This is an optimization exercise on Yosys and OpenROAD, whose aim is small area and a short achievable clock period, not a production implementation.
Where RTL was checked, it was by simulation tests only, not by an equivalence proof against the original.
Function not checked in run 2: the RTL went through the layout flow alone.
Power and IR drop assume default switching activity.

==> flow/design.v <==
module crc24q_step (
    input  wire [23:0] crc_in,
    input  wire [7:0]  data,
    output wire [23:0] crc_out
);
    localparam [24:0] POLY = 25'h1864CFB;
    function [23:0] t24;
        input [7:0] idx;
        reg   [24:0] r;
        integer k;
        begin
            r = {1'b0, idx, 16'h0000};
            for (k = 0; k < 8; k = k + 1) begin
                r = r << 1;
                if (r[24])
                    r = r ^ POLY;
            end
            t24 = r[23:0];
        end
    endfunction
    assign crc_out = {crc_in[15:0], 8'h00} ^ t24(crc_in[23:16] ^ data);
endmodule
module gf256_mul (
    input  wire [7:0] a,
    input  wire [7:0] b,
    output wire [7:0] p
);
    function [7:0] gmul;
        input [7:0] x;
        input [7:0] y;
        reg   [14:0] acc;
        integer k;
        begin
            acc = 15'h0000;
            for (k = 0; k < 8; k = k + 1)
                if (y[k])
                    acc = acc ^ ({7'h00, x} << k);
            for (k = 14; k >= 8; k = k - 1)
                if (acc[k])
                    acc = acc ^ ({6'h00, 9'h11D} << (k - 8));
            gmul = acc[7:0];
        end
    endfunction
    assign p = gmul(a, b);
endmodule
module gf256_inv (
    input  wire [7:0] a,
    output reg  [7:0] y
);
    always @* begin
        case (a)
            8'h00: y = 8'h00;
            8'h01: y = 8'h01;
            8'h02: y = 8'h8E;
            8'h03: y = 8'hF4;
            8'h04: y = 8'h47;
            8'h05: y = 8'hA7;
            8'h06: y = 8'h7A;
            8'h07: y = 8'hBA;
            8'h08: y = 8'hAD;
            8'h09: y = 8'h9D;
            8'h0A: y = 8'hDD;
            8'h0B: y = 8'h98;
            8'h0C: y = 8'h3D;
            8'h0D: y = 8'hAA;
            8'h0E: y = 8'h5D;
            8'h0F: y = 8'h96;
            8'h10: y = 8'hD8;
            8'h11: y = 8'h72;
            8'h12: y = 8'hC0;
            8'h13: y = 8'h58;
            8'h14: y = 8'hE0;
            8'h15: y = 8'h3E;
            8'h16: y = 8'h4C;
            8'h17: y = 8'h66;
            8'h18: y = 8'h90;
            8'h19: y = 8'hDE;
            8'h1A: y = 8'h55;
            8'h1B: y = 8'h80;
            8'h1C: y = 8'hA0;
            8'h1D: y = 8'h83;
            8'h1E: y = 8'h4B;
            8'h1F: y = 8'h2A;
            8'h20: y = 8'h6C;
            8'h21: y = 8'hED;
            8'h22: y = 8'h39;
            8'h23: y = 8'h51;
            8'h24: y = 8'h60;
            8'h25: y = 8'h56;
            8'h26: y = 8'h2C;
            8'h27: y = 8'h8A;
            8'h28: y = 8'h70;
            8'h29: y = 8'hD0;
            8'h2A: y = 8'h1F;
            8'h2B: y = 8'h4A;
            8'h2C: y = 8'h26;
            8'h2D: y = 8'h8B;
            8'h2E: y = 8'h33;
            8'h2F: y = 8'h6E;
            8'h30: y = 8'h48;
            8'h31: y = 8'h89;
            8'h32: y = 8'h6F;
            8'h33: y = 8'h2E;
            8'h34: y = 8'hA4;
            8'h35: y = 8'hC3;
            8'h36: y = 8'h40;
            8'h37: y = 8'h5E;
            8'h38: y = 8'h50;
            8'h39: y = 8'h22;
            8'h3A: y = 8'hCF;
            8'h3B: y = 8'hA9;
            8'h3C: y = 8'hAB;
            8'h3D: y = 8'h0C;
            8'h3E: y = 8'h15;
            8'h3F: y = 8'hE1;
            8'h40: y = 8'h36;
            8'h41: y = 8'h5F;
            8'h42: y = 8'hF8;
            8'h43: y = 8'hD5;
            8'h44: y = 8'h92;
            8'h45: y = 8'h4E;
            8'h46: y = 8'hA6;
            8'h47: y = 8'h04;
            8'h48: y = 8'h30;
            8'h49: y = 8'h88;
            8'h4A: y = 8'h2B;
            8'h4B: y = 8'h1E;
            8'h4C: y = 8'h16;
            8'h4D: y = 8'h67;
            8'h4E: y = 8'h45;
            8'h4F: y = 8'h93;
            8'h50: y = 8'h38;
            8'h51: y = 8'h23;
            8'h52: y = 8'h68;
            8'h53: y = 8'h8C;
            8'h54: y = 8'h81;
            8'h55: y = 8'h1A;
            8'h56: y = 8'h25;
            8'h57: y = 8'h61;
            8'h58: y = 8'h13;
            8'h59: y = 8'hC1;
            8'h5A: y = 8'hCB;
            8'h5B: y = 8'h63;
            8'h5C: y = 8'h97;
            8'h5D: y = 8'h0E;
            8'h5E: y = 8'h37;
            8'h5F: y = 8'h41;
            8'h60: y = 8'h24;
            8'h61: y = 8'h57;
            8'h62: y = 8'hCA;
            8'h63: y = 8'h5B;
            8'h64: y = 8'hB9;
            8'h65: y = 8'hC4;
            8'h66: y = 8'h17;
            8'h67: y = 8'h4D;
            8'h68: y = 8'h52;
            8'h69: y = 8'h8D;
            8'h6A: y = 8'hEF;
            8'h6B: y = 8'hB3;
            8'h6C: y = 8'h20;
            8'h6D: y = 8'hEC;
            8'h6E: y = 8'h2F;
            8'h6F: y = 8'h32;
            8'h70: y = 8'h28;
            8'h71: y = 8'hD1;
            8'h72: y = 8'h11;
            8'h73: y = 8'hD9;
            8'h74: y = 8'hE9;
            8'h75: y = 8'hFB;
            8'h76: y = 8'hDA;
            8'h77: y = 8'h79;
            8'h78: y = 8'hDB;
            8'h79: y = 8'h77;
            8'h7A: y = 8'h06;
            8'h7B: y = 8'hBB;
            8'h7C: y = 8'h84;
            8'h7D: y = 8'hCD;
            8'h7E: y = 8'hFE;
            8'h7F: y = 8'hFC;
            8'h80: y = 8'h1B;
            8'h81: y = 8'h54;
            8'h82: y = 8'hA1;
            8'h83: y = 8'h1D;
            8'h84: y = 8'h7C;
            8'h85: y = 8'hCC;
            8'h86: y = 8'hE4;
            8'h87: y = 8'hB0;
            8'h88: y = 8'h49;
            8'h89: y = 8'h31;
            8'h8A: y = 8'h27;
            8'h8B: y = 8'h2D;
            8'h8C: y = 8'h53;
            8'h8D: y = 8'h69;
            8'h8E: y = 8'h02;
            8'h8F: y = 8'hF5;
            8'h90: y = 8'h18;
            8'h91: y = 8'hDF;
            8'h92: y = 8'h44;
            8'h93: y = 8'h4F;
            8'h94: y = 8'h9B;
            8'h95: y = 8'hBC;
            8'h96: y = 8'h0F;
            8'h97: y = 8'h5C;
            8'h98: y = 8'h0B;
            8'h99: y = 8'hDC;
            8'h9A: y = 8'hBD;
            8'h9B: y = 8'h94;
            8'h9C: y = 8'hAC;
            8'h9D: y = 8'h09;
            8'h9E: y = 8'hC7;
            8'h9F: y = 8'hA2;
            8'hA0: y = 8'h1C;
            8'hA1: y = 8'h82;
            8'hA2: y = 8'h9F;
            8'hA3: y = 8'hC6;
            8'hA4: y = 8'h34;
            8'hA5: y = 8'hC2;
            8'hA6: y = 8'h46;
            8'hA7: y = 8'h05;
            8'hA8: y = 8'hCE;
            8'hA9: y = 8'h3B;
            8'hAA: y = 8'h0D;
            8'hAB: y = 8'h3C;
            8'hAC: y = 8'h9C;
            8'hAD: y = 8'h08;
            8'hAE: y = 8'hBE;
            8'hAF: y = 8'hB7;
            8'hB0: y = 8'h87;
            8'hB1: y = 8'hE5;
            8'hB2: y = 8'hEE;
            8'hB3: y = 8'h6B;
            8'hB4: y = 8'hEB;
            8'hB5: y = 8'hF2;
            8'hB6: y = 8'hBF;
            8'hB7: y = 8'hAF;
            8'hB8: y = 8'hC5;
            8'hB9: y = 8'h64;
            8'hBA: y = 8'h07;
            8'hBB: y = 8'h7B;
            8'hBC: y = 8'h95;
            8'hBD: y = 8'h9A;
            8'hBE: y = 8'hAE;
            8'hBF: y = 8'hB6;
            8'hC0: y = 8'h12;
            8'hC1: y = 8'h59;
            8'hC2: y = 8'hA5;
            8'hC3: y = 8'h35;
            8'hC4: y = 8'h65;
            8'hC5: y = 8'hB8;
            8'hC6: y = 8'hA3;
            8'hC7: y = 8'h9E;
            8'hC8: y = 8'hD2;
            8'hC9: y = 8'hF7;
            8'hCA: y = 8'h62;
            8'hCB: y = 8'h5A;
            8'hCC: y = 8'h85;
            8'hCD: y = 8'h7D;
            8'hCE: y = 8'hA8;
            8'hCF: y = 8'h3A;
            8'hD0: y = 8'h29;
            8'hD1: y = 8'h71;
            8'hD2: y = 8'hC8;
            8'hD3: y = 8'hF6;
            8'hD4: y = 8'hF9;
            8'hD5: y = 8'h43;
            8'hD6: y = 8'hD7;
            8'hD7: y = 8'hD6;
            8'hD8: y = 8'h10;
            8'hD9: y = 8'h73;
            8'hDA: y = 8'h76;
            8'hDB: y = 8'h78;
            8'hDC: y = 8'h99;
            8'hDD: y = 8'h0A;
            8'hDE: y = 8'h19;
            8'hDF: y = 8'h91;
            8'hE0: y = 8'h14;
            8'hE1: y = 8'h3F;
            8'hE2: y = 8'hE6;
            8'hE3: y = 8'hF0;
            8'hE4: y = 8'h86;
            8'hE5: y = 8'hB1;
            8'hE6: y = 8'hE2;
            8'hE7: y = 8'hF1;
            8'hE8: y = 8'hFA;
            8'hE9: y = 8'h74;
            8'hEA: y = 8'hF3;
            8'hEB: y = 8'hB4;
            8'hEC: y = 8'h6D;
            8'hED: y = 8'h21;
            8'hEE: y = 8'hB2;
            8'hEF: y = 8'h6A;
            8'hF0: y = 8'hE3;
            8'hF1: y = 8'hE7;
            8'hF2: y = 8'hB5;
            8'hF3: y = 8'hEA;
            8'hF4: y = 8'h03;
            8'hF5: y = 8'h8F;
            8'hF6: y = 8'hD3;
            8'hF7: y = 8'hC9;
            8'hF8: y = 8'h42;
            8'hF9: y = 8'hD4;
            8'hFA: y = 8'hE8;
            8'hFB: y = 8'h75;
            8'hFC: y = 8'h7F;
            8'hFD: y = 8'hFF;
            8'hFE: y = 8'h7E;
            8'hFF: y = 8'hFD;
            default: y = 8'h00;
        endcase
    end
endmodule
module rtcm3_framer (
    input  wire        clk,
    input  wire        rst,         
    input  wire        clear,       
    input  wire        byte_valid,
    input  wire [7:0]  byte_in,
    output reg         rec_valid,
    output reg  [1:0]  rec_code,
    output wire [15:0] rec_msgid,
    output reg  [9:0]  rec_len
);
    localparam [2:0] S_HUNT = 3'd0,
                     S_HDR1 = 3'd1,
                     S_HDR2 = 3'd2,
                     S_P0   = 3'd3,    
                     S_P1   = 3'd4,    
                     S_BODY = 3'd5;
    localparam [1:0] CODE_FRAME = 2'd1,
                     CODE_CSUM  = 2'd2,
                     CODE_LEN   = 2'd3;
    localparam [23:0] CRC_D3 = 24'hE33309;    
    reg  [2:0]  state;
    reg  [23:0] crc;
    reg  [9:0]  len;
    reg  [10:0] cnt;        
    reg  [11:0] mid;        
    reg         rec_ff;     
    reg  [11:0] rec_mid;
    assign rec_msgid = {{4{rec_ff}}, rec_mid};
    wire [23:0] crc_next;
    crc24q_step u_step (
        .crc_in (state == S_HDR1 ? CRC_D3 : crc),
        .data   (byte_in),
        .crc_out(crc_next)
    );
    wire [9:0] len_now = {len[9:8], byte_in};
    wire       len1    = (len == 10'd1);
    wire       last    = (state == S_BODY) && (cnt == 11'h7FE);
    wire       crc_ok  = (byte_in == crc[23:16]) && (crc[15:0] == 16'h0000);
    wire       lenfail = byte_valid && (state == S_HDR2) && (len_now == 10'd0);
    wire       fin     = byte_valid && last;
    always @(posedge clk) begin
        if (byte_valid) begin
            crc <= crc_next;
            cnt <= (state == S_HDR2) ? {1'b0, len_now} : cnt - 11'd1;
            if (state == S_HDR1) len[9:8]  <= byte_in[1:0];
            if (state == S_HDR2) len[7:0]  <= byte_in;
            if (state == S_P0)   mid[11:4] <= byte_in;
            if (state == S_P1)   mid[3:0]  <= byte_in[7:4];
        end
    end
    always @(posedge clk) begin
        if (rst) begin
            state <= S_HUNT;
        end else if (clear) begin
            state <= S_HUNT;
        end else if (byte_valid) begin
            case (state)
                S_HUNT:  if (byte_in == 8'hD3) state <= S_HDR1;
                S_HDR1:  if (byte_in[7:2] == 6'd0) state <= S_HDR2;
                         else if (byte_in != 8'hD3) state <= S_HUNT;
                S_HDR2:  state <= (len_now == 10'd0) ? S_HUNT : S_P0;
                S_P0:    state <= S_P1;
                S_P1:    state <= S_BODY;
                S_BODY:  if (last) state <= S_HUNT;
                default: state <= S_HUNT;
            endcase
        end
    end
    always @(posedge clk) begin
        if (rst) begin
            rec_valid <= 1'b0;
            rec_code  <= 2'd0;
        end else begin
            rec_valid <= lenfail || fin;
            if (lenfail)
                rec_code <= CODE_LEN;
            else if (fin)
                rec_code <= crc_ok ? CODE_FRAME : CODE_CSUM;
        end
    end
    always @(posedge clk) begin
        if (rst || lenfail) begin
            rec_ff  <= 1'b0;
            rec_mid <= 12'h000;
            rec_len <= 10'd0;
        end else if (fin) begin
            rec_ff  <= len1;
            rec_mid <= len1 ? 12'hFFF : mid;
            rec_len <= len;
        end
    end
endmodule
module qzsl6_core #(
    parameter [23:0] CRC24Q_INIT = 24'h000000
) (
    input  wire        clk,
    input  wire        rst,         
    input  wire        cmd_valid,
    input  wire [3:0]  cmd_op,
    input  wire [23:0] cmd_arg,
    output reg  [23:0] crc,
    output reg  [7:0]  res,
    output reg         eq,
    output reg         err,
    output wire        rec_valid,
    output wire [1:0]  rec_code,
    output wire [15:0] rec_msgid,
    output wire [9:0]  rec_len
);
    localparam [3:0] OP_NOP      = 4'h0,
                     OP_SRST     = 4'h1,
                     OP_CRC_INIT = 4'h2,
                     OP_CRC_BYTE = 4'h3,
                     OP_CRC_CHK  = 4'h4,
                     OP_GF_MUL   = 4'h5,
                     OP_GF_MAC   = 4'h6,
                     OP_GF_INV   = 4'h7,
                     OP_DMX_BYTE = 4'h8,
                     OP_DMX_RST  = 4'h9;
    wire [7:0] a = cmd_arg[7:0];
    wire [7:0] b = cmd_arg[15:8];
    wire clr = rst || (cmd_valid && cmd_op == OP_SRST);
    wire [23:0] crc_step;
    crc24q_step u_crc (
        .crc_in (crc),
        .data   (a),
        .crc_out(crc_step)
    );
    wire [7:0] prod;
    wire [7:0] inv;
    gf256_mul u_mul (.a(a), .b(b), .p(prod));
    gf256_inv u_inv (.a(a), .y(inv));
    always @(posedge clk) begin
        if (clr) begin
            crc <= CRC24Q_INIT;
            res <= 8'h00;
            eq  <= 1'b0;
            err <= 1'b0;
        end else if (cmd_valid) begin
            case (cmd_op)
                OP_CRC_INIT: crc <= CRC24Q_INIT;
                OP_CRC_BYTE: crc <= crc_step;
                OP_CRC_CHK:  eq  <= (crc == cmd_arg);
                OP_GF_MUL:   res <= prod;
                OP_GF_MAC:   res <= res ^ prod;
                OP_GF_INV: begin
                    if (a == 8'h00)
                        err <= 1'b1;
                    else
                        res <= inv;
                end
                OP_NOP, OP_DMX_BYTE, OP_DMX_RST: ;
                default:     err <= 1'b1;
            endcase
        end
    end
    rtcm3_framer u_dmx (
        .clk       (clk),
        .rst       (clr),
        .clear     (cmd_valid && cmd_op == OP_DMX_RST),
        .byte_valid(cmd_valid && cmd_op == OP_DMX_BYTE),
        .byte_in   (a),
        .rec_valid (rec_valid),
        .rec_code  (rec_code),
        .rec_msgid (rec_msgid),
        .rec_len   (rec_len)
    );
endmodule
==> flow/flow/run.sh <==
#!/bin/bash
# The standard layout with these changes to how it is made:
#  - port buffers are buf_1 cells (sized later by repair like any other cell),
#  - the clock tree uses clkbuf_8/clkbuf_4 in clusters of up to 20 flip-flops,
#  - setup repair aims at a 10 ns slack margin.
cat >> config.mk <<'EOC'
export SETUP_SLACK_MARGIN = 10
export BUFFER_PORTS_ARGS = -buffer_cell sky130_fd_sc_hd__buf_1
export CTS_BUF_LIST = sky130_fd_sc_hd__clkbuf_4 sky130_fd_sc_hd__clkbuf_8
export CTS_CLUSTER_SIZE = 20
EOC
bash standard.sh > standard.log 2>&1
==> flow/standard.sh <==
#!/bin/bash
# synth_recipe.tcl (not shown) runs the flow's synth.tcl, then flattens the netlist and writes it again
# the make line also repeats each setting of config.mk as NAME=value (left out here)
make -C /OpenROAD-flow-scripts/flow DESIGN_CONFIG=/design/flow/config.mk WORK_HOME=/design/flow/orfs CLKGATE_MAP_FILE= SYNTH_SCRIPT=/design/flow/synth_recipe.tcl "${@:-finish}"
==> flow/config.mk <==
export PLATFORM = sky130hd
export DESIGN_NAME = qzsl6_core
export DESIGN_NICKNAME = qzsl6_core
export VERILOG_FILES = /design/flow/design.v
export SDC_FILE = /design/flow/constraint.sdc
export NUM_CORES = 4
export LEC_CHECK = 0
export CAP_MARGIN = 20
export CORE_MARGIN = 2
export CORE_UTILIZATION = 40
export PLACE_DENSITY = 0.6
export SLEW_MARGIN = 20
export SETUP_SLACK_MARGIN = 10
export BUFFER_PORTS_ARGS = -buffer_cell sky130_fd_sc_hd__buf_1
export CTS_BUF_LIST = sky130_fd_sc_hd__clkbuf_4 sky130_fd_sc_hd__clkbuf_8
export CTS_CLUSTER_SIZE = 20
==> flow/constraint.sdc <==
create_clock -name core_clock -period 14.0 [get_ports {clk}]
set_input_delay 2.8000 -clock core_clock [delete_from_list [all_inputs] [get_ports {clk}]]
set_output_delay 2.8000 -clock core_clock [all_outputs]
set_load 0.01 [all_outputs]
==> impl_metrics.py, run 1 <==
metrics = {
    "cts": {
        "clk_pin_slew_ns": 0.08,
        "htree_levels": 4,
        "cts_made_buffers": 17,
        "cts_sinks": 120,
        "cts_root_buf": "clkbuf_8",
        "cts_buffer_depth": 2,
        "cts_tree": "yes",
        "clk_latency_ns": 0.48,
    },
    "die": {
        "pin_count": 94,
        "die_area_um2": 28210,
        "core-area_um2": 26650,
        "die_h_um": 167.9,
        "die_width_um": 167.9,
        "rows": 60,
        "initial_core_util": 0.4034,
    },
    "grt": {
        "grt_antenna_before_repair": 0,
        "grt_pass1_vias": 10920,
        "grt_pass1_wl_mm": 66.84,
        "grtUsageTotal": 0.3119,
        "grt_max_degree": 94,
        "grt_remaining_overflow": 0,
    },
    "timing": {
        "finalHoldViolCount": 0,
        "drv_slew": 0,
        "tns_ns": 0,
        "tightest_slew_ns": 0.8379,
        "setup_viol": 0,
        "skew_ns": 0.02362,
        "fin_crit_sh": 0.3391,
        "fmax_ghz": 0.2107,
        "rsz0062_at_grt": "yes",
        "min_period_ns": 4.747,
        "relSlewSlack": 0.4414,
    },
    "logic_synthesis": {
        "avgSynthCellArea_um2": 8.347,
        "yosysSeqAreaShare": 0.2765,
        "synth_ff_type": "dfxtp_1",
        "yosys.cell_types.count": 78,
        "syn_nets": 1334,
        "yosys_warnings": 5,
        "yosysTopAreaCell": "edfxtp_1",
        "yosys-top-cells-count": "xnor2_1 (156), nand2_1 (142), nor2_1 (109), a21oi_1 (82), clkbuf_1 (67)",
        "synth_edf_count": 57,
        "ys_seq_elements": 120,
        "ys_top_cells_by_area": "edfxtp_1 (16%), xnor2_1 (13%), dfxtp_1 (12%)",
        "synthArstFlopShare": 0,
        "synth_cells": 1288,
        "syn-cell-area_um2": 10750,
        "synth_top_area_share": 0.1592,
        "yosysMostFrequentCell": "xnor2_1",
    },
    "placement": {
        "gp_congestion": 0.9861,
        "portBuffers": 93,
        "place_area_um2": 11700,
        "hpwl_mm": 24.56,
    },
    "setup_path": {
        "end_kind": "flip-flop",
        "critPathArrivalTime_ns": 5.09,
        "cp.required_ns": 14.35,
        "crit_type": "in2reg",
        "startpoint_type": "input pin",
        "crit_fanout": 8,
    },
    "drt": {
        "ant_nets": 0,
        "remaining_drc_errors": 0,
        "drt_iter0_drc": 1908,
        "via_per_inst": 6.306,
        "routed_wl_mm": 45.95,
        "drt_pre_antenna_iters": 8,
        "drt-wirelength-per-cell_um": 25.10,
        "vias": 11550,
    },
    "cells_and_area": {
        "nets": 1523,
        "final_cell_area_um2": 15530,
        "layout-drive-gt1-share": 0.3228,
        "antenna_cells": 0,
        "syn2layout_area_growth_pct": 44.41,
    },
    "pwr": {
        "power_density_nw_per_um2": 92.52,
        "power_leakage_nw": 5.901,
        "vdd_drop_max_v": 0.00007141,
    },
    "outcome": {
        "outcome": "timing/DRC/antenna clean",
    },
    "run": {
        "max-cap-violations": 0,
    },
    "hold_path": {
        "hp-class": "reg2reg",
    },
}
cell type report:
| cell class | count | area [µm²] |
|---|---|---|
| timing repair buffer | 287 | 2844 |
| clock buffer | 17 | 234.0 |
| clock inverter | 15 | 209.0 |
| fill | 2133 | 11120 |
| timing repair inverter | 2 | 15.01 |
| tap | 341 | 426.7 |
| multi-input combinational | 1029 | 8706 |
| inverter | 20 | 115.1 |
| sequential | 120 | 2977 |
cells by family after synthesis:
family	Yosys count	synth area share
AO/OA/AOI/OAI	311	0.1973
XOR/XNOR	252	0.2393
adder cells (fa/ha/maj)	15	0.01746
buffers and inverters	141	0.05528
flip-flops	120	0.2765
multiplexers	25	0.03049
AND/OR/NAND/NOR	424	0.1838
cell usage in the layout, fill, tap and decap left out, types with 29 or more instances in the layout:
cell,Yosys,final
o21ai_0,60,47
nand3_1,34,29
buf_6,1,36
xnor2_2,10,32
a21oi_1,82,72
nand2_1,142,129
dfxtp_1,63,60
xnor2_1,156,119
buf_4,6,119
buf_1,19,73
xor2_1,66,52
nor2_1,109,93
edfxtp_1,57,57
per-layer routing:
| layer | up-vias | share of wire | track usage |
|---|---|---|---|
| met4 | 0 | 0.058 | 0.1671 |
| met5 | - | 0 | 0 |
| met3 | 242 | 0.12 | 0.09050 |
| met2 | 844 | 0.44 | 0.4774 |
| met1 | 5497 | 0.38 | 0.3980 |
| li1 | 4963 | - | - |
state kept, by name, summed over array words and instances (netlist names):
register         count
u_dmx.rec_len       10
crc                 24
res                  8
err                  1
u_dmx.state          3
eq                   1
u_dmx.rec_code       2
u_dmx.mid           12
u_dmx.len           10
u_dmx.crc           24
u_dmx.rec_mid       12
u_dmx.rec_valid      1
u_dmx.cnt           11
u_dmx.rec_ff         1
report_power, final:
group | total, mW | internal [mW] | switching, mW
clock | 0.357 | 0.184 | 0.173
sequential | 0.391 | 0.383 | 0.00827
combinational | 0.688 | 0.349 | 0.339
total | 1.44 | 0.916 | 0.521
final timing paths:
kind / depth (start not counted) / slack [ns] / to / from
min reg2reg: 2 / 0.51 / u_dmx.rec_len[2] / u_dmx.rec_len[2]
max reg2reg: 8 / 11.02 / u_dmx.crc[10] / u_dmx.crc[21]
min: 2 / 0.51 / u_dmx.rec_len[2] / u_dmx.rec_len[2]
max: 11 / 9.25 / res[6] / cmd_arg[1]
critical path, cell delays in order:
cell	delay, ns
clkbuf_16	0.14
bufbuf_16	0.28
ha_4	0.21
nor2_1	0.32
a21oi_1	0.16
a221oi_2	0.37
a221oi_4	0.13
a2111oi_4	0.32
o21ai_1	0.13
a21oi_1	0.18
a211oi_2	0.05
through the flow:
step                      cells  utilization  power, mW  worst slack (ns)  hold WS (ns)
after floorplan            1288            -     0.7790             8.863        0.4737
after global placement     1615       0.4388     0.8558             7.727        0.4816
after detailed placement   1615       0.4388     0.8587             7.646        0.4859
after CTS                  1777       0.5503      1.353             9.351        0.5071
after global routing       1831       0.5826      1.487             9.246        0.5378
final                      1831       0.5826      1.437             9.253        0.5129
timing repair:
action | in CTS | in global routing
pin swaps | 80 | 66
cloned | 20 | 2
hold buffers | 0 | 0
gates resized for setup | 229 | 81
setup endpoints to repair | 120 | 85
hold endpoints to repair | 0 | 0
buffers inserted | 110 | 52
==> run 2, diff against run 1 <==
--- a/flow/design.v
+++ b/flow/design.v
@@ -51,3 +51,3 @@
         case (a)
-            8'h00: y = 8'h00;
+            8'h00: y = 8'h43;
             8'h01: y = 8'h01;
==> flow/flow/run.sh (replaced) <==
#!/bin/bash
# The standard layout with three changes to how it is made:
#  - port buffers are buf_1 cells (sized later by repair like any other cell),
#  - setup repair aims at a 9 ns slack margin,
#  - and only on the worst path (no TNS repair).
cat >> config.mk <<'EOC'
export SETUP_SLACK_MARGIN = 9
export TNS_END_PERCENT = 0
export BUFFER_PORTS_ARGS = -buffer_cell sky130_fd_sc_hd__buf_1
EOC
bash standard.sh > standard.log 2>&1
--- a/flow/config.mk
+++ b/flow/config.mk
@@ -12,5 +12,4 @@
 export SLEW_MARGIN = 20
-export SETUP_SLACK_MARGIN = 10
+export SETUP_SLACK_MARGIN = 9
+export TNS_END_PERCENT = 0
 export BUFFER_PORTS_ARGS = -buffer_cell sky130_fd_sc_hd__buf_1
-export CTS_BUF_LIST = sky130_fd_sc_hd__clkbuf_4 sky130_fd_sc_hd__clkbuf_8
-export CTS_CLUSTER_SIZE = 20
==> run 2 against run 1 <==
Effect of this change:
- still clean on timing, DRC and antenna
- synthesized area is 0.65% higher
- via count is 5.3% lower
- core utilization is 8.9 points lower
- die area is 0.64% higher
- clock power is 21% higher
- wire length is 8.2% lower
- register-to-register slack better by 0.18 ns
- critical path type unchanged
==> impl_metrics.py, run 2 <==
metrics = {
    "cells_and_area": {
        "mostFrequentLayoutCells": "xnor2_1 (160), nand2_1 (130), nor2_1 (103)",
        "largestRegisters": "crc x24, u_dmx.crc x24",
        "final_util": 0.4939,
        "final_cell_area_um2": 13200,
        "syn2layout_area_growth_pct": 21.98,
        "antenna_cells": 0,
        "n_fill_cell": 2526,
        "nets": 1388,
        "final_common_cell": "xnor2_1",
        "layout-drive-gt1-share": 0.1647,
    },
    "logic_synthesis": {
        "syn-cell-area_um2": 10820,
        "ys_top_cells_by_area": "edfxtp_1 (16%), xnor2_1 (13%), dfxtp_1 (12%)",
        "synth_ff_type": "dfxtp_1",
        "synth_edf_count": 57,
        "yosys-top-cells-count": "xnor2_1 (164), nand2_1 (133), nor2_1 (107), a21oi_1 (79), dfxtp_1 (63)",
        "yosysTopAreaCell": "edfxtp_1",
        "yosysSeqAreaShare": 0.2747,
        "yosys_warnings": 5,
        "yosys.cell_types.count": 76,
        "synthArstFlopShare": 0,
        "avgSynthCellArea_um2": 8.561,
        "synth_top_area_share": 0.1582,
        "ys_seq_elements": 120,
        "synth_cells": 1264,
        "yosysMostFrequentCell": "xnor2_1",
        "syn_nets": 1311,
    },
    "timing": {
        "drv_slew": 0,
        "skew_ns": 0.01341,
        "rsz0062_at_grt": "yes",
        "tightest_slew_ns": 0.9940,
        "setup_slack_ns": 8.892,
        "setup_viol": 0,
        "min_period_ns": 5.108,
        "fmax_ghz": 0.1958,
        "tns_ns": 0,
        "whs_ns": 0.4761,
        "fin_crit_sh": 0.3648,
        "finalHoldViolCount": 0,
        "relSlewSlack": 0.3322,
    },
    "drt": {
        "ant_nets": 0,
        "via_per_inst": 6.451,
        "remaining_drc_errors": 0,
        "drt_pre_antenna_iters": 11,
        "drt_iter0_drc": 2142,
        "routed_wl_mm": 42.17,
        "drt-wirelength-per-cell_um": 24.88,
        "vias": 10940,
    },
    "outcome": {
        "outcome": "timing/DRC/antenna clean",
    },
    "grt": {
        "grt_remaining_overflow": 0,
        "grtUsageTotal": 0.2682,
        "grt_pass1_vias": 9659,
        "grt_max_degree": 78,
        "grt_pass1_wl_mm": 58.90,
        "grt_antenna_before_repair": 0,
    },
    "placement": {
        "portBuffers": 93,
        "place_area_um2": 11220,
        "hpwl_mm": 24.66,
        "dp_slack_ns": 7.724,
        "gp_congestion": 1.027,
    },
    "pwr": {
        "intPower_mw": 0.8551,
        "power_density_nw_per_um2": 100.0,
        "power.net_switching_mw": 0.4650,
        "power.share.sequential": 0.295,
        "clkPwrFrac": 0.328,
        "vdd_drop_max_v": 0.00008050,
        "power_leakage_nw": 4.786,
        "switching_share": 0.3522,
        "power.share.combinational": 0.377,
    },
    "die": {
        "rows": 60,
        "initial_core_util": 0.4049,
        "die_h_um": 168.5,
        "die_width_um": 168.5,
        "die_area_um2": 28390,
        "core-area_um2": 26730,
        "pin_count": 94,
    },
    "hold_path": {
        "holdPathStages": 2,
        "hold-path-endpoint": "err",
        "hold_path.startpoint": "err",
        "hp-class": "reg2reg",
    },
    "setup_path": {
        "reg2reg_to": "u_dmx.crc[14]",
        "cpPeakStageDelay_ns": 0.43,
        "r2r_cells": 8,
        "slowest_stage": "o31ai_1",
        "end_kind": "flip-flop",
        "cp.required_ns": 14.29,
        "startpoint_type": "input pin",
        "crit_fanout": 25,
        "r2r-start": "u_dmx.state[0]",
        "cp-startpoint": "cmd_arg[2]",
        "rrSetupSlack_ns": 11.20,
        "crit_type": "in2reg",
        "crit_chain": "clkbuf_16 -> buf_16 -> inv_1 -> buf_6 -> ha_1 -> nor2_1 -> a311oi_1 -> o31ai_1 -> a21oi_1 -> nor3b_1 -> o31ai_1 -> a21oi_1 -> a211oi_1",
        "critPathArrivalTime_ns": 5.40,
    },
    "cts": {
        "cts_root_buf": "clkbuf_16",
        "cts_sinks": 120,
        "clk_pin_slew_ns": 0.06,
        "htree_levels": 4,
        "ctsHoldBuffers": 0,
        "cts_tree": "yes",
        "cts_made_buffers": 17,
        "cts_buffer_depth": 2,
        "clk_latency_ns": 0.42,
    },
    "run": {
        "max-cap-violations": 0,
    },
}
-- run 2: cell count changes after synthesis, moves of 4 or more --
cell	before	now
nor3_1	32	23
nand2_1	142	133
inv_2	0	4
mux4_2	6	10
clkbuf_1	67	49
a22o_1	1	9
o21ai_1	0	5
xnor2_1	156	164
xor2_1	66	59
buf_2	26	36
nand3_1	34	30
o21ai_0	60	48
-- run 2: metal layers --
metal / part of all wire / track usage
met1: 0.40 / 0.3710
met2: 0.42 / 0.4022
met5: 0 / 0
met3: 0.13 / 0.06336
met4: 0.051 / 0.1117
-- run 2: what timing repair did --
item,4_1_cts,5_1_grt
gates resized for setup,61,62
buffers inserted,5,37
hold endpoints to repair,0,0
cloned,5,17
endpoints found under the setup margin,53,47
pin swaps,3,13
-- run 2: cells by family (layout without fill, tap and decap cells) --
group / Yosys count / after routing / synth area share
AND/OR/NAND/NOR: 399 / 399 / 0.1718
AO/OA/AOI/OAI: 310 / 310 / 0.1983
XOR/XNOR: 255 / 255 / 0.2426
buffers and inverters: 135 / 225 / 0.05527
flip-flops: 120 / 120 / 0.2747
multiplexers: 29 / 29 / 0.03885
adder cells (fa/ha/maj): 16 / 16 / 0.01850
-- run 2: worst max-delay path: cells and delay by family --
family                     cells  cell delay [ns]
buffers and inverters          4             0.68
and+or+nand+nor                2             0.55
AOI/OAI and AO/OA              6             0.97
adders and majority gates      1             0.37
-- run 2: per-stage QoR --
stage          power (mW)  cells
3_3_place_gp       0.8123   1599
2_1_floorplan      0.7234   1264
6_report            1.320   1695
5_1_grt             1.366   1695
3_5_place_dp       0.8115   1599
4_1_cts             1.266   1641
-- run 2: power by group through the flow --
stage	Combinational, mW	Sequential, mW	Clock, mW
2_1_floorplan	0.328	0.395	0
3_3_place_gp	0.415	0.397	0
3_5_place_dp	0.414	0.397	0
4_1_cts	0.439	0.389	0.438
5_1_grt	0.521	0.390	0.455
6_report	0.497	0.390	0.433
-- run 2: worst max path at each step --
stage	endpoint	slack (ns)	cells past startpoint
6_report	res[1]	8.89	13
5_1_grt	res[7]	8.92	12
4_1_cts	res[7]	8.86	11
3_5_place_dp	res[7]	7.72	10
3_3_place_gp	res[7]	7.77	10
2_1_floorplan	res[6]	8.99	11
-- run 2: layout make-up --
type | count | area (µm²) | share of cell area
clock buffer | 18 | 450.4 | 0.03412
clock inverter | 14 | 122.6 | 0.009289
inverter | 20 | 115.1 | 0.008720
multi-input combinational | 1009 | 7525 | 0.5700
sequential | 120 | 2973 | 0.2252
tap | 341 | 426.7 | 0.03232
timing repair buffer | 171 | 1574 | 0.1192
timing repair inverter | 2 | 13.76 | 0.001043
==> run 3, diff against run 2 <==
--- a/flow/design.v
+++ b/flow/design.v
@@ -51,3 +51,3 @@
         case (a)
-            8'h00: y = 8'h43;
+            8'h00: y = 8'h00;
             8'h01: y = 8'h01;
==> run 3 against run 2 <==
Effect of this change:
- still clean
- first-iteration DRC count shrank 34%
- setup slack improved by 0.045 ns
- combinational power decreased by 4.2%
- synthesized area is 0.65% lower
==> impl_metrics.py, run 3 <==
metrics = {
    "hold_path": {
        "hp-class": "reg2reg",
        "hold_path.startpoint": "u_dmx.len[0]",
    },
    "cts": {
        "cts_root_buf": "clkbuf_16",
        "htree_levels": 4,
        "clk_pin_slew_ns": 0.07,
        "cts_tree": "yes",
        "cts_made_buffers": 17,
        "ctsHoldBuffers": 0,
        "clk_latency_ns": 0.43,
        "cts_buffer_depth": 2,
        "cts_sinks": 120,
    },
    "timing": {
        "skew_ns": 0.01013,
        "whs_ns": 0.5041,
        "setup_viol": 0,
        "tightest_slew_ns": 1.110,
        "tns_ns": 0,
        "rsz0062_at_grt": "yes",
        "min_period_ns": 5.063,
        "setup_slack_ns": 8.937,
        "drv_slew": 0,
        "fin_crit_sh": 0.3616,
        "relSlewSlack": 0.2576,
        "finalHoldViolCount": 0,
        "fmax_ghz": 0.1975,
    },
    "setup_path": {
        "end_kind": "flip-flop",
        "cp.required_ns": 14.32,
        "crit_fanout": 11,
        "r2r-start": "u_dmx.state[0]",
        "critPathArrivalTime_ns": 5.38,
        "startpoint_type": "input pin",
        "crit_type": "in2reg",
        "rrSetupSlack_ns": 10.83,
        "cp-startpoint": "cmd_arg[0]",
    },
    "cells_and_area": {
        "mostFrequentLayoutCells": "xnor2_1 (153), nand2_1 (141), nor2_1 (105)",
        "antenna_cells": 0,
        "nets": 1376,
        "layout-drive-gt1-share": 0.1482,
        "final_cell_area_um2": 12630,
        "syn2layout_area_growth_pct": 17.51,
        "final_common_cell": "xnor2_1",
        "n_fill_cell": 2542,
        "largestRegisters": "crc x24, u_dmx.crc x24",
        "final_cells": 1684,
        "final_util": 0.4741,
    },
    "placement": {
        "dp_slack_ns": 7.409,
        "hpwl_mm": 23.52,
        "gp_congestion": 1.007,
        "place_area_um2": 11250,
        "dp_cells": 1617,
        "portBuffers": 93,
    },
    "pwr": {
        "power_density_nw_per_um2": 105.1,
        "power_leakage_nw": 4.512,
        "vdd_drop_max_v": 0.00006742,
        "finalPower_mw": 1.328,
    },
    "grt": {
        "grt_pass1_vias": 9642,
        "grt_antenna_before_repair": 1,
        "grt_max_degree": 91,
        "grt_remaining_overflow": 0,
        "grtUsageTotal": 0.2513,
        "grt_pass1_wl_mm": 55.89,
    },
    "drt": {
        "drt_iter0_drc": 1423,
        "routed_wl_mm": 37.43,
        "drt_pre_antenna_iters": 8,
        "drt-wirelength-per-cell_um": 22.23,
        "ant_nets": 0,
        "remaining_drc_errors": 0,
        "vias": 10330,
        "via_per_inst": 6.133,
    },
    "logic_synthesis": {
        "yosys_warnings": 5,
        "synth_ff_type": "dfxtp_1",
        "synth_cells": 1288,
        "yosysMostFrequentCell": "xnor2_1",
        "ys_top_cells_by_area": "edfxtp_1 (16%), xnor2_1 (13%), dfxtp_1 (12%)",
        "yosysTopAreaCell": "edfxtp_1",
        "avgSynthCellArea_um2": 8.347,
        "yosys-top-cells-count": "xnor2_1 (156), nand2_1 (142), nor2_1 (109), a21oi_1 (82), clkbuf_1 (67)",
        "ys_seq_elements": 120,
        "yosys.cell_types.count": 78,
        "syn-cell-area_um2": 10750,
        "synth_edf_count": 57,
        "yosysSeqAreaShare": 0.2765,
        "synthArstFlopShare": 0,
        "synth_top_area_share": 0.1592,
        "syn_nets": 1334,
    },
    "die": {
        "core-area_um2": 26650,
        "initial_core_util": 0.4034,
        "die_h_um": 167.9,
        "rows": 60,
        "pin_count": 94,
        "die_width_um": 167.9,
        "die_area_um2": 28210,
    },
    "run": {
        "max-cap-violations": 0,
    },
    "outcome": {
        "outcome": "timing/DRC/antenna clean",
    },
}
-- run 3: metal layers --
layer,vias to the layer above,global-route usage,part of all wire
met5,-,0,0
met3,150,0.06535,0.11
li1,4677,-,-
met1,4799,0.3358,0.42
met2,702,0.3856,0.43
met4,0,0.1051,0.043
-- run 3: cell families after synthesis --
kind of cell,Yosys count,share of synthesized area
xor gates and xnor gates,252,0.2393
muxes,25,0.03049
and+or+nand+nor,424,0.1838
buffers and inverters,141,0.05528
DFF,120,0.2765
AOI/OAI and AO/OA,311,0.1973
adders and majority gates,15,0.01746
-- run 3: layout make-up --
type                            instances  area, µm²  area share
Timing Repair Buffer                  141       1008     0.07982
Inverter                               20      86.33    0.006833
Sequential cell                       120       2973      0.2353
Timing Repair inverter                  2      10.01   0.0007922
Clock inverter                         12      123.9    0.009804
Clock buffer                           20      500.5     0.03961
Tap cell                              341      426.7     0.03377
Multi-Input combinational cell       1028       7506      0.5941
-- run 3: path summary, 6_finish.rpt --
path                                         end  cells past startpoint
worst max-delay path                      res[2]                     13
worst min-delay path            u_dmx.rec_len[0]                      2
worst max register to register     u_dmx.crc[10]                      8
worst min register to register  u_dmx.rec_len[0]                      2
-- run 3: worst max-delay path, stage by stage --
cell        delay, ns
clkbuf_2         0.17
buf_12           0.18
clkinvlp_4       0.10
buf_4            0.19
ha_4             0.27
or2_2            0.30
nand2_1          0.09
mux4_2           0.48
nor2_1           0.13
a211oi_2         0.07
nor4_2           0.35
o31a_1           0.19
nor3_1           0.05
-- run 3: what timing repair did --
| action | 4_1_cts | 5_1_grt |
|---|---|---|
| resized for setup | 30 | 67 |
| setup endpoints to repair | 55 | 59 |
| cloned | 2 | 7 |
| buffers inserted | 3 | 23 |
| pin swaps | 0 | 10 |
-- run 3: where the power goes --
part / internal (mW) / switching (mW)
clock network: 0.281 / 0.179
logic: 0.220 / 0.256
registers: 0.383 / 0.00877
==> run 4, diff against run 3 <==
--- a/flow/design.v
+++ b/flow/design.v
@@ -51,3 +51,3 @@
         case (a)
-            8'h00: y = 8'h00;
+            8'h00: y = 8'h43;
             8'h01: y = 8'h01;
@@ -311,3 +311,5 @@
 endmodule
-module rtcm3_framer (
+module rtcm3_framer #(
+    parameter [23:0] CRC_INIT = 24'h000000
+) (
     input  wire        clk,
@@ -328,6 +330,2 @@
                      S_BODY = 3'd5;
-    localparam [1:0] CODE_FRAME = 2'd1,
-                     CODE_CSUM  = 2'd2,
-                     CODE_LEN   = 2'd3;
-    localparam [23:0] CRC_D3 = 24'hE33309;    
     reg  [2:0]  state;
@@ -340,5 +338,11 @@
     assign rec_msgid = {{4{rec_ff}}, rec_mid};
+    wire [23:0] crc_d3;
+    crc24q_step u_d3 (
+        .crc_in (CRC_INIT),
+        .data   (8'hD3),
+        .crc_out(crc_d3)
+    );
     wire [23:0] crc_next;
     crc24q_step u_step (
-        .crc_in (state == S_HDR1 ? CRC_D3 : crc),
+        .crc_in (state == S_HDR1 ? crc_d3 : crc),
         .data   (byte_in),
@@ -380,24 +384,11 @@
     end
+    wire rec_load = !rst && fin;
+    wire rec_keep = !rst && !lenfail && !fin;
     always @(posedge clk) begin
-        if (rst) begin
-            rec_valid <= 1'b0;
-            rec_code  <= 2'd0;
-        end else begin
-            rec_valid <= lenfail || fin;
-            if (lenfail)
-                rec_code <= CODE_LEN;
-            else if (fin)
-                rec_code <= crc_ok ? CODE_FRAME : CODE_CSUM;
-        end
-    end
-    always @(posedge clk) begin
-        if (rst || lenfail) begin
-            rec_ff  <= 1'b0;
-            rec_mid <= 12'h000;
-            rec_len <= 10'd0;
-        end else if (fin) begin
-            rec_ff  <= len1;
-            rec_mid <= len1 ? 12'hFFF : mid;
-            rec_len <= len;
-        end
+        rec_valid   <= !rst && (lenfail || fin);
+        rec_code[0] <= !rst && (lenfail || (fin && crc_ok)  || (rec_keep && rec_code[0]));
+        rec_code[1] <= !rst && (lenfail || (fin && !crc_ok) || (rec_keep && rec_code[1]));
+        rec_ff      <= (rec_load && len1) || (rec_keep && rec_ff);
+        rec_mid     <= ({12{rec_load}} & (len1 ? 12'hFFF : mid)) | ({12{rec_keep}} & rec_mid);
+        rec_len     <= ({10{rec_load}} & len) | ({10{rec_keep}} & rec_len);
     end
@@ -444,27 +435,28 @@
     gf256_inv u_inv (.a(a), .y(inv));
+    wire op_init = cmd_valid && cmd_op == OP_CRC_INIT;
+    wire op_byte = cmd_valid && cmd_op == OP_CRC_BYTE;
+    wire op_chk  = cmd_valid && cmd_op == OP_CRC_CHK;
+    wire op_mul  = cmd_valid && cmd_op == OP_GF_MUL;
+    wire op_mac  = cmd_valid && cmd_op == OP_GF_MAC;
+    wire op_inv  = cmd_valid && cmd_op == OP_GF_INV;
+    wire op_bad  = cmd_valid && cmd_op >= 4'hA;
+    wire a_zero  = (a == 8'h00);
+    wire crc_new  = !clr && op_byte;
+    wire crc_keep = !clr && !op_byte && !op_init;
+    wire res_mul  = !clr && (op_mul || op_mac);
+    wire res_inv  = !clr && op_inv && !a_zero;
+    wire res_keep = !clr && !op_mul && !op_mac && !(op_inv && !a_zero);
+    wire res_acc  = op_mac;    
     always @(posedge clk) begin
-        if (clr) begin
-            crc <= CRC24Q_INIT;
-            res <= 8'h00;
-            eq  <= 1'b0;
-            err <= 1'b0;
-        end else if (cmd_valid) begin
-            case (cmd_op)
-                OP_CRC_INIT: crc <= CRC24Q_INIT;
-                OP_CRC_BYTE: crc <= crc_step;
-                OP_CRC_CHK:  eq  <= (crc == cmd_arg);
-                OP_GF_MUL:   res <= prod;
-                OP_GF_MAC:   res <= res ^ prod;
-                OP_GF_INV: begin
-                    if (a == 8'h00)
-                        err <= 1'b1;
-                    else
-                        res <= inv;
-                end
-                OP_NOP, OP_DMX_BYTE, OP_DMX_RST: ;
-                default:     err <= 1'b1;
-            endcase
-        end
+        crc <= ({24{crc_new}} & crc_step) | ({24{crc_keep}} & crc)
+             | ({24{!crc_new && !crc_keep}} & CRC24Q_INIT);
+        res <= ({8{res_mul}} & (prod ^ ({8{res_acc}} & res)))
+             | ({8{res_inv}} & inv)
+             | ({8{res_keep}} & res);
+        eq  <= !clr && (op_chk ? (crc == cmd_arg) : eq);
+        err <= !clr && (err || op_bad || (op_inv && a_zero));
     end
-    rtcm3_framer u_dmx (
+    rtcm3_framer #(
+        .CRC_INIT(CRC24Q_INIT)
+    ) u_dmx (
         .clk       (clk),
==> run 4 against run 3 <==
Effect of this change:
- power decreased by 7.8%
- first-iteration DRC count shrank 2.4%
- via count is 3.9% lower
- cell area decreased by 5.6%
- hold slack worse by 0.068 ns
- combinational power shrank 16%
- global-route usage is 1.1 points higher
- critical path depth fell by 3
- fmax barely moved
- sequential share of layout area rose by 1.4 points
- critical endpoint is now res[3]
- count of clock-buffer cells in the layout fell by 3
==> impl_metrics.py, run 4 <==
metrics = {
    "hold_path": {
        "holdPathStages": 2,
        "hp-class": "reg2reg",
        "hold_path.startpoint": "u_dmx.rec_mid[3]",
        "hold-path-endpoint": "u_dmx.rec_mid[3]",
    },
    "logic_synthesis": {
        "syn-cell-area_um2": 10420,
        "synth_ff_type": "dfxtp_1",
        "synth_top_area_share": 0.1642,
        "yosys.cell_types.count": 78,
        "avgSynthCellArea_um2": 8.272,
        "syn_nets": 1308,
        "yosys_warnings": 5,
        "ys_seq_elements": 120,
        "synth_edf_count": 57,
        "synthArstFlopShare": 0,
        "yosys-top-cells-count": "nand2_1 (185), xnor2_1 (168), o21ai_0 (86), nor2_1 (83), xor2_1 (68)",
        "yosysSeqAreaShare": 0.2852,
        "ys_top_cells_by_area": "edfxtp_1 (16%), xnor2_1 (14%), dfxtp_1 (12%)",
        "yosysTopAreaCell": "edfxtp_1",
        "synth_cells": 1260,
        "yosysMostFrequentCell": "nand2_1",
    },
    "placement": {
        "gp_congestion": 1.068,
        "portBuffers": 93,
        "hpwl_mm": 24.50,
    },
    "timing": {
        "fmax_ghz": 0.1974,
        "tightest_slew_ns": 1.048,
        "fin_crit_sh": 0.3618,
        "finalHoldViolCount": 0,
        "skew_ns": 0.007864,
        "relSlewSlack": 0.2948,
        "setup_viol": 0,
        "drv_slew": 0,
        "min_period_ns": 5.065,
        "tns_ns": 0,
        "rsz0062_at_grt": "yes",
    },
    "grt": {
        "grtUsageTotal": 0.2622,
        "grt_pass1_vias": 9132,
        "grt_remaining_overflow": 0,
        "grt_max_degree": 76,
        "grt_pass1_wl_mm": 54.81,
        "grt_antenna_before_repair": 0,
    },
    "die": {
        "core-area_um2": 25840,
        "pin_count": 94,
        "initial_core_util": 0.4034,
        "die_area_um2": 27360,
        "die_h_um": 165.4,
        "die_width_um": 165.4,
        "rows": 59,
    },
    "drt": {
        "vias": 9928,
        "routed_wl_mm": 36.87,
        "drt_pre_antenna_iters": 8,
        "via_per_inst": 6.054,
        "ant_nets": 0,
        "drt-wirelength-per-cell_um": 22.48,
        "drt_iter0_drc": 1389,
        "remaining_drc_errors": 0,
    },
    "cts": {
        "cts_root_buf": "clkbuf_16",
        "clk_pin_slew_ns": 0.07,
        "ctsHoldBuffers": 0,
        "cts_buffer_depth": 2,
        "cts_tree": "yes",
        "cts_made_buffers": 17,
        "htree_levels": 4,
        "cts_sinks": 120,
        "clk_latency_ns": 0.42,
    },
    "setup_path": {
        "startpoint_type": "input pin",
        "end_kind": "flip-flop",
        "rrSetupSlack_ns": 10.59,
        "crit_fanout": 10,
        "critPathArrivalTime_ns": 5.37,
        "r2r-start": "u_dmx.state[0]",
        "crit_type": "in2reg",
        "r2r_cells": 7,
        "cp.required_ns": 14.30,
        "reg2reg_to": "u_dmx.crc[3]",
    },
    "cells_and_area": {
        "largestRegisters": "crc x24, u_dmx.crc x24",
        "mostFrequentLayoutCells": "nand2_1 (184), xnor2_1 (165), o21ai_0 (85), buf_1 (85), nor2_1 (79)",
        "final_common_cell": "nand2_1",
        "antenna_cells": 0,
        "syn2layout_area_growth_pct": 14.49,
        "nets": 1340,
        "layout-drive-gt1-share": 0.1080,
        "final_util": 0.4618,
    },
    "run": {
        "max-cap-violations": 0,
    },
    "pwr": {
        "power_density_nw_per_um2": 102.7,
        "power_leakage_nw": 4.213,
        "vdd_drop_max_v": 0.00007191,
    },
    "outcome": {
        "outcome": "timing/DRC/antenna clean",
    },
}
==> run 4: worst max-delay path: stages <==
cell and delay (ns):
clkbuf_4 0.20, buf_12 0.18, clkinvlp_4 0.18, ha_4 0.37
nand2_1 0.27, a21oi_1 0.29, o311ai_0 0.15, a41oi_1 0.48
a221oi_1 0.15, a221o_1 0.29
==> run 4: worst max-delay path by stage <==
| stage | to | depth (start not counted) | slack, ns | startpoint |
|---|---|---|---|---|
| floorplan | res[3] | 12 | 8.83 | cmd_arg[0] |
| global placement | res[1] | 11 | 7.92 | cmd_arg[0] |
| detailed placement | res[3] | 11 | 7.89 | cmd_arg[0] |
| CTS | res[3] | 11 | 8.88 | cmd_arg[0] |
| global route | u_dmx.crc[23] | 9 | 8.89 | cmd_arg[5] |
| finish | res[3] | 10 | 8.94 | cmd_arg[0] |
==> run 4: cell type report <==
| cell class | instances | area (µm²) |
|---|---|---|
| fillers | 2525 | 13900 |
| multi-input cells | 1013 | 7113 |
| flip-flops and latches | 120 | 2973 |
| repair buffers | 125 | 779.5 |
| clock buffers | 17 | 425.4 |
| well taps | 335 | 419.2 |
| clock inverters | 15 | 151.4 |
| inverters | 14 | 66.31 |
| repair inverters | 1 | 5.005 |
==> run 4: timing repair <==
item                                    4_1_cts  5_1_grt
gates resized for setup                      37       37
setup buffers                                 4        8
endpoints found under the setup margin       44       44
pin swaps                                     0        4
gates cloned                                  1        3
==> run 4: layer usage <==
metal  wire length (µm)  share of wire  global-route usage
met1              15940           0.43              0.3651
met2              15730           0.43              0.3915
met3               3412          0.093             0.04545
met4               1790          0.049              0.1289
met5                  0              0                   0
==> run 4: stage by stage <==
stage | hold slack, ns | instance area [µm²] | std cells | total power, mW | worst slack [ns]
floorplan | 0.4478 | 10440 | 1260 | 0.6794 | 8.833
global placement | 0.4260 | 10870 | 1592 | 0.7639 | 7.918
detailed placement | 0.4293 | 10880 | 1592 | 0.7624 | 7.895
CTS | 0.4393 | 11630 | 1629 | 1.210 | 8.875
global route | 0.4606 | 11930 | 1640 | 1.274 | 8.894
finish | 0.4358 | 11930 | 1640 | 1.225 | 8.935
==> run 4: cell families (layout without fill, tap and decap cells) <==
family | count (synthesis) | in the layout | share of synthesized area
xor gates and xnor gates | 255 | 255 | 0.2387
DFF | 120 | 120 | 0.2852
AOI/OAI and AO/OA | 301 | 301 | 0.1909
muxes | 16 | 16 | 0.02641
adders and majority gates | 17 | 17 | 0.02041
and+or+nand+nor | 424 | 424 | 0.1880
buffers and inverters | 127 | 172 | 0.05042
==> run 4: report_power, final <==
group	switching, mW	internal (mW)	leakage [nW]	total, mW
registers	0.00787	0.380	1.02	0.388
logic	0.223	0.175	2.90	0.398
clock network	0.201	0.238	0.287	0.439
total	0.432	0.793	4.21	1.23
==> run 5, diff against run 4 <==
--- a/flow/design.v
+++ b/flow/design.v
@@ -329,3 +329,5 @@
                      S_P1   = 3'd4,    
-                     S_BODY = 3'd5;
+                     S_BODY = 3'd5,    
+                     S_T1   = 3'd6,    
+                     S_T2   = 3'd7;    
     reg  [2:0]  state;
@@ -333,3 +335,3 @@
     reg  [9:0]  len;
-    reg  [10:0] cnt;        
+    reg  [9:0]  cnt;        
     reg  [11:0] mid;        
@@ -352,3 +354,4 @@
     wire       len1    = (len == 10'd1);
-    wire       last    = (state == S_BODY) && (cnt == 11'h7FE);
+    wire       pay_end = (cnt == 10'd0);    
+    wire       last    = (state == S_T2);
     wire       crc_ok  = (byte_in == crc[23:16]) && (crc[15:0] == 16'h0000);
@@ -359,3 +362,3 @@
             crc <= crc_next;
-            cnt <= (state == S_HDR2) ? {1'b0, len_now} : cnt - 11'd1;
+            cnt <= (state == S_HDR2) ? len_now : cnt - 10'd1;
             if (state == S_HDR1) len[9:8]  <= byte_in[1:0];
@@ -378,5 +381,6 @@
                 S_P0:    state <= S_P1;
-                S_P1:    state <= S_BODY;
-                S_BODY:  if (last) state <= S_HUNT;
-                default: state <= S_HUNT;
+                S_P1:    state <= pay_end ? S_T1 : S_BODY;
+                S_BODY:  if (pay_end) state <= S_T1;
+                S_T1:    state <= S_T2;
+                default: state <= S_HUNT;    
             endcase
==> flow/flow/run.sh (replaced) <==
#!/bin/bash
# The standard layout (standard.sh, unchanged synthesis) with these changes to how it is made:
#  - port buffers are buf_1 cells (sized later by repair like any other cell),
#  - the clock tree is built from clkbuf_8 cells instead of clkbuf_16 (smaller; the clock
#    latency changes by only ~0.03 ns),
#  - setup repair aims at a 9 ns slack margin, on the worst path only (no TNS repair).
# ORFS writes each step's full log under orfs/logs; make's own output goes to standard.log.
cat >> config.mk <<'EOC'
export SETUP_SLACK_MARGIN = 9
export TNS_END_PERCENT = 0
export BUFFER_PORTS_ARGS = -buffer_cell sky130_fd_sc_hd__buf_1
export CTS_BUF_LIST = sky130_fd_sc_hd__clkbuf_8
EOC
bash standard.sh > standard.log 2>&1
--- a/flow/config.mk
+++ b/flow/config.mk
@@ -15 +15,2 @@
 export BUFFER_PORTS_ARGS = -buffer_cell sky130_fd_sc_hd__buf_1
+export CTS_BUF_LIST = sky130_fd_sc_hd__clkbuf_8
==> run 5 against run 4 <==
Effect of this change:
- core utilization up 0.20 points
- first-iteration DRC count down 14%
- register-to-register slack worse by 0.05 ns
- cell area down 2.4%
- clock power down 24%
- highest routed layer unchanged
- combinational power up 2%
- wire length down 4.9%
- critical path depth up 1
- count of clock-buffer cells in the layout unchanged
- critical path type unchanged
- non-clock buffer count down 4
- synthesized area down 1.9%
==> impl_metrics.py, run 5 <==
metrics = {
    "logic_synthesis": {
        "yosys.cell_types.count": 74,
        "synth_cells": 1207,
        "avgSynthCellArea_um2": 8.473,
        "synth_top_area_share": 0.1644,
        "synthArstFlopShare": 0,
        "ys_seq_elements": 119,
        "syn-cell-area_um2": 10230,
        "yosysTopAreaCell": "edfxtp_1",
        "yosysMostFrequentCell": "nand2_1",
        "syn_nets": 1254,
        "synth_edf_count": 56,
        "yosys-top-cells-count": "nand2_1 (166), xnor2_1 (158), nor2_1 (85), clkbuf_1 (70), o21ai_0 (70)",
        "yosysSeqAreaShare": 0.2877,
        "yosys_warnings": 5,
        "ys_top_cells_by_area": "edfxtp_1 (16%), xnor2_1 (14%), dfxtp_1 (12%)",
        "synth_ff_type": "dfxtp_1",
    },
    "cts": {
        "ctsHoldBuffers": 0,
        "cts_buffer_depth": 2,
        "cts_tree": "yes",
        "clk_pin_slew_ns": 0.10,
        "cts_sinks": 119,
        "cts_made_buffers": 17,
        "htree_levels": 4,
        "cts_root_buf": "clkbuf_8",
        "clk_latency_ns": 0.45,
    },
    "timing": {
        "setup_viol": 0,
        "tns_ns": 0,
        "rsz0062_at_grt": "yes",
        "tightest_slew_ns": 0.7324,
        "skew_ns": 0.02217,
        "fin_crit_sh": 0.3608,
        "finalHoldViolCount": 0,
        "whs_ns": 0.4460,
        "min_period_ns": 5.051,
        "relSlewSlack": 0.5087,
        "fmax_ghz": 0.1980,
        "drv_slew": 0,
        "setup_slack_ns": 8.949,
    },
    "setup_path": {
        "crit_type": "in2reg",
        "cp.required_ns": 14.32,
        "critPathArrivalTime_ns": 5.37,
        "cpPeakStageDelay_ns": 0.47,
        "startpoint_type": "input pin",
        "end_kind": "flip-flop",
        "cp_num_buf_inv": 4,
        "crit_chain": "clkbuf_4 -> buf_12 -> clkinvlp_4 -> buf_4 -> ha_4 -> and2_1 -> o21a_1 -> o21bai_1 -> mux4_2 -> a211o_1 -> a221o_1",
        "crit_family": "compound AO/OA/AOI/OAI gates",
        "slowest_stage": "mux4_2",
        "crit_fanout": 12,
    },
    "die": {
        "die_width_um": 163.9,
        "rows": 58,
        "die_h_um": 163.9,
        "core-area_um2": 25110,
        "pin_count": 94,
        "initial_core_util": 0.4073,
        "die_area_um2": 26860,
    },
    "drt": {
        "met1_length_mm": 14.96,
        "remaining_drc_errors": 0,
        "ant_nets": 0,
        "drt-wirelength-per-cell_um": 22.09,
        "drt_pre_antenna_iters": 5,
        "via_per_inst": 6.035,
        "highest_layer": "met4",
        "wl_met2_mm": 15.35,
        "drt_iter0_drc": 1200,
        "dr_wl_met3_mm": 3.846,
        "routed_wl_mm": 35.06,
        "vias": 9577,
    },
    "cells_and_area": {
        "nets": 1290,
        "syn2layout_area_growth_pct": 13.87,
        "mostFrequentLayoutCells": "nand2_1 (163), xnor2_1 (156), buf_1 (85)",
        "layout-drive-gt1-share": 0.1146,
        "largestRegisters": "crc x24, u_dmx.crc x24",
        "final_common_cell": "nand2_1",
        "final_cells": 1587,
    },
    "pwr": {
        "power_leakage_nw": 4.168,
        "power_density_nw_per_um2": 96.73,
        "vdd_drop_max_v": 0.00008437,
        "finalPower_mw": 1.126,
    },
    "placement": {
        "dp_slack_ns": 7.868,
        "dp_cells": 1539,
        "hpwl_mm": 22.81,
        "gp_congestion": 1.013,
        "portBuffers": 93,
    },
    "hold_path": {
        "hp-class": "reg2reg",
    },
    "grt": {
        "grt_antenna_before_repair": 1,
        "grt_remaining_overflow": 0,
        "grt_pass1_vias": 8880,
        "grt_pass1_wl_mm": 52.74,
        "grt_max_degree": 90,
        "grtUsageTotal": 0.2546,
    },
    "run": {
        "max-cap-violations": 0,
    },
    "outcome": {
        "outcome": "timing/DRC/antenna clean",
    },
}
[run 5: kinds of logic after synthesis]
group	Yosys count	share of synthesized area
flip-flops	119	0.2877
multiplexers	19	0.03462
adder cells (fa/ha/maj)	16	0.01957
AO/OA/AOI/OAI	293	0.1913
XOR/XNOR	239	0.2380
AND/OR/NAND/NOR	396	0.1791
buffers and inverters	125	0.04967
[run 5: power by group]
| group | total, mW | switching (mW) | internal (mW) |
|---|---|---|---|
| clock network | 0.335 | 0.183 | 0.152 |
| logic | 0.406 | 0.220 | 0.186 |
| registers | 0.386 | 0.00750 | 0.378 |
| total | 1.13 | 0.410 | 0.716 |
[run 5: area by class of cell]
cell class | count | area [µm²]
Antenna cell | 1 | 2.502
Clock buffer | 17 | 234.0
Clock inverter | 15 | 173.9
Fill cell | 2522 | 13460
Inverter | 20 | 91.34
Multi-Input combinational cell | 963 | 7005
Sequential cell | 119 | 2943
Tap cell | 330 | 412.9
Timing Repair Buffer | 121 | 778.2
Timing Repair inverter | 1 | 5.005
[run 5: through the flow]
| step | utilization | cell area [µm²] |
|---|---|---|
| final | 0.4638 | 11650 |
| after global routing | 0.4637 | 11640 |
| after CTS | 0.4563 | 11460 |
| after detailed placement | 0.4289 | 10770 |
| after global placement | 0.4289 | 10770 |
| after floorplan | - | 10400 |
[run 5: tightest hold or removal path: stages (launching register included)]
cell and delay, ns:
dfxtp_1 0.32, nand2_1 0.05, nand2_1 0.04
[run 5: per-layer routing]
metal	vias to the layer above	GRT usage
met5	-	0
met4	0	0.07616
met3	79	0.07576
met2	582	0.3806
met1	4571	0.3539
li1	4345	-
[run 5: path summary, 6_finish.rpt]
kind | from | to | slack [ns] | depth (start not counted)
setup / recovery | cmd_arg[1] | res[6] | 8.95 | 11
hold reg to reg | u_dmx.rec_mid[0] | u_dmx.rec_mid[0] | 0.45 | 2
hold / removal | u_dmx.rec_mid[0] | u_dmx.rec_mid[0] | 0.45 | 2
setup reg to reg | u_dmx.state[0] | u_dmx.crc[14] | 10.54 | 7
[run 5: what timing repair did]
action | CTS | global route
pin swaps | 0 | 2
endpoints found under the setup margin | 44 | 27
hold endpoints to repair | 0 | 0
cloned | 3 | 3
resized for setup | 35 | 26
setup buffers | 8 | 1
==> run 6, diff against run 5 <==
--- a/flow/flow/run.sh
+++ b/flow/flow/run.sh
@@ -5,3 +5,3 @@
 #    latency changes by only ~0.03 ns),
-#  - setup repair aims at a 9 ns slack margin, on the worst path only (no TNS repair).
+#  - setup repair aims at a 9 ns slack margin on every failing endpoint.
 # ORFS writes each step's full log under orfs/logs; make's own output goes to standard.log.
@@ -9,3 +9,2 @@
 export SETUP_SLACK_MARGIN = 9
-export TNS_END_PERCENT = 0
 export BUFFER_PORTS_ARGS = -buffer_cell sky130_fd_sc_hd__buf_1
--- a/flow/config.mk
+++ b/flow/config.mk
@@ -13,3 +13,2 @@
 export SETUP_SLACK_MARGIN = 9
-export TNS_END_PERCENT = 0
 export BUFFER_PORTS_ARGS = -buffer_cell sky130_fd_sc_hd__buf_1
==> run 6 against run 5 <==
Effect of this change:
- still clean on timing, DRC and antenna
- synthesized area did not move
- non-clock buffer count fell by 7
- cell count fell by 0.50%
- setup slack improved by 0.11 ns
- synthesized cell count did not move
- critical path type unchanged
- critical endpoint is now u_dmx.crc[7]
- largest cell class unchanged
==> impl_metrics.py, run 6 <==
metrics = {
    "setup_path": {
        "slowest_stage": "xnor3_1",
        "rrSetupSlack_ns": 10.50,
        "crit_chain": "buf_2 -> inv_4 -> xnor2_4 -> xnor3_1 -> xor2_4 -> xor2_1 -> xnor2_1",
        "cpPeakStageDelay_ns": 0.45,
        "end_kind": "flip-flop",
        "reg2reg_to": "u_dmx.crc[7]",
        "cp.required_ns": 14.19,
        "startpoint_type": "input pin",
        "r2r_cells": 7,
        "crit_type": "in2reg",
        "crit_fanout": 28,
    },
    "run": {
        "max-cap-violations": 0,
    },
    "timing": {
        "skew_ns": 0.02291,
        "min_period_ns": 4.946,
        "relSlewSlack": 0.4216,
        "finalHoldViolCount": 0,
        "setup_viol": 0,
        "rsz0062_at_grt": "yes",
        "fmax_ghz": 0.2022,
    },
    "grt": {
        "grtUsageTotal": 0.2598,
        "grt_pass1_wl_mm": 53.63,
        "grt_remaining_overflow": 0,
        "grt_pass1_vias": 8897,
    },
    "cts": {
        "cts_buffer_depth": 2,
        "cts_sinks": 119,
        "cts_tree": "yes",
        "clk_pin_slew_ns": 0.10,
        "cts_root_buf": "clkbuf_8",
    },
    "logic_synthesis": {
        "yosysSeqAreaShare": 0.2877,
        "yosys-top-cells-count": "nand2_1 (166), xnor2_1 (158), nor2_1 (85), clkbuf_1 (70), o21ai_0 (70)",
        "yosysTopAreaCell": "edfxtp_1",
        "yosys.cell_types.count": 74,
        "syn-cell-area_um2": 10230,
        "synth_edf_count": 56,
        "ys_top_cells_by_area": "edfxtp_1 (16%), xnor2_1 (14%), dfxtp_1 (12%)",
        "synth_ff_type": "dfxtp_1",
        "yosys_warnings": 5,
        "ys_seq_elements": 119,
        "avgSynthCellArea_um2": 8.473,
        "synthArstFlopShare": 0,
        "synth_top_area_share": 0.1644,
    },
    "cells_and_area": {
        "final_cell_area_um2": 11510,
        "syn2layout_area_growth_pct": 12.53,
        "n_fill_cell": 2455,
        "antenna_cells": 0,
        "nets": 1283,
        "layout-drive-gt1-share": 0.1105,
        "largestRegisters": "crc x24, u_dmx.crc x24",
        "final_common_cell": "nand2_1",
    },
    "drt": {
        "ant_nets": 0,
        "vias": 9543,
        "drt_iter0_drc": 1399,
        "via_per_inst": 6.044,
        "drt-wirelength-per-cell_um": 22.19,
        "drt_pre_antenna_iters": 7,
    },
    "die": {
        "core-area_um2": 25110,
        "rows": 58,
        "die_area_um2": 26860,
        "pin_count": 94,
        "die_h_um": 163.9,
    },
    "placement": {
        "place_area_um2": 10820,
        "dp_cells": 1541,
        "gp_congestion": 1.003,
        "hpwl_mm": 23.61,
        "portBuffers": 93,
    },
    "hold_path": {
        "hold_path.startpoint": "u_dmx.rec_mid[0]",
        "holdPathStages": 2,
        "hold-path-endpoint": "u_dmx.rec_mid[0]",
    },
    "outcome": {
        "outcome": "timing/DRC/antenna clean",
    },
    "pwr": {
        "power_leakage_nw": 4.092,
        "vdd_drop_max_v": 0.00006684,
    },
}
run 6: cell counts after synthesis:
No cell type changed its count.
run 6: area by class of cell:
cell class / count / area, µm² / share of cell area
clock buffer: 17 / 234.0 / 0.02033
clock inverter: 15 / 177.7 / 0.01544
inverter: 20 / 90.09 / 0.007828
multi-input combinational: 963 / 7036 / 0.6113
sequential: 119 / 2943 / 0.2557
tap: 330 / 412.9 / 0.03588
timing repair buffer: 114 / 610.6 / 0.05306
timing repair inverter: 1 / 5.005 / 0.0004349
run 6: through the flow:
stage | hold slack (ns) | setup WS [ns] | util
final | 0.4437 | 9.054 | 0.4583
after global routing | 0.4655 | 8.999 | 0.4583
after CTS | 0.4476 | 9.010 | 0.4551
after detailed placement | 0.4313 | 8.128 | 0.4308
after global placement | 0.4269 | 8.073 | 0.4301
after floorplan | 0.4475 | 8.878 | -
run 6: metal layers:
layer,part of all wire,track usage,vias up
met4,0.036,0.1049,0
met1,0.44,0.3641,4531
met3,0.092,0.06187,106
met5,0,0,-
li1,-,-,4333
met2,0.43,0.3841,573
run 6: power breakdown:
group,switching (mW),internal [mW],leakage [nW]
combinational,0.224,0.182,2.88
sequential,0.00765,0.378,1.01
clock,0.194,0.152,0.203
run 6: worst max-delay path: cells and delay by family:
| kind | cells | cell delay, ns |
|---|---|---|
| XOR/XNOR | 5 | 1.60 |
| buffers and inverters | 2 | 0.70 |
run 6: worst max-delay path by stage:
stage	from	to	slack, ns	cells past startpoint
after floorplan	cmd_arg[0]	res[5]	8.88	10
after global placement	cmd_arg[2]	res[7]	8.07	9
after detailed placement	cmd_arg[1]	res[1]	8.13	10
after CTS	cmd_arg[2]	res[4]	9.01	9
after global routing	cmd_arg[0]	res[3]	9.00	10
final	cmd_arg[4]	u_dmx.crc[7]	9.05	7
run 6: logic make-up after synthesis:
group           Yosys count  synth area share
compound gates          293            0.1913
xor+xnor                239            0.2380
fa+ha+maj                16           0.01957
buf+inv                 125           0.04967
flops                   119            0.2877
mux                      19           0.03462
simple gates            396            0.1791
run 6: what timing repair did:
action                                  in CTS  in global routing
setup buffers                                5                  0
gates cloned                                 1                  0
endpoints found under the setup margin      33                 30
gates resized for setup                     33                 24
pin swaps                                    1                  0
hold buffers                                 0                  0

Check on run 6: ideal ports give 9.054 ns setup slack; a clkbuf_16 on the clock port and buf_2 on the inputs give 9.068 ns; moving port delays by the midpoint clock arrival (0.504 ns) as well gives 8.564 ns.
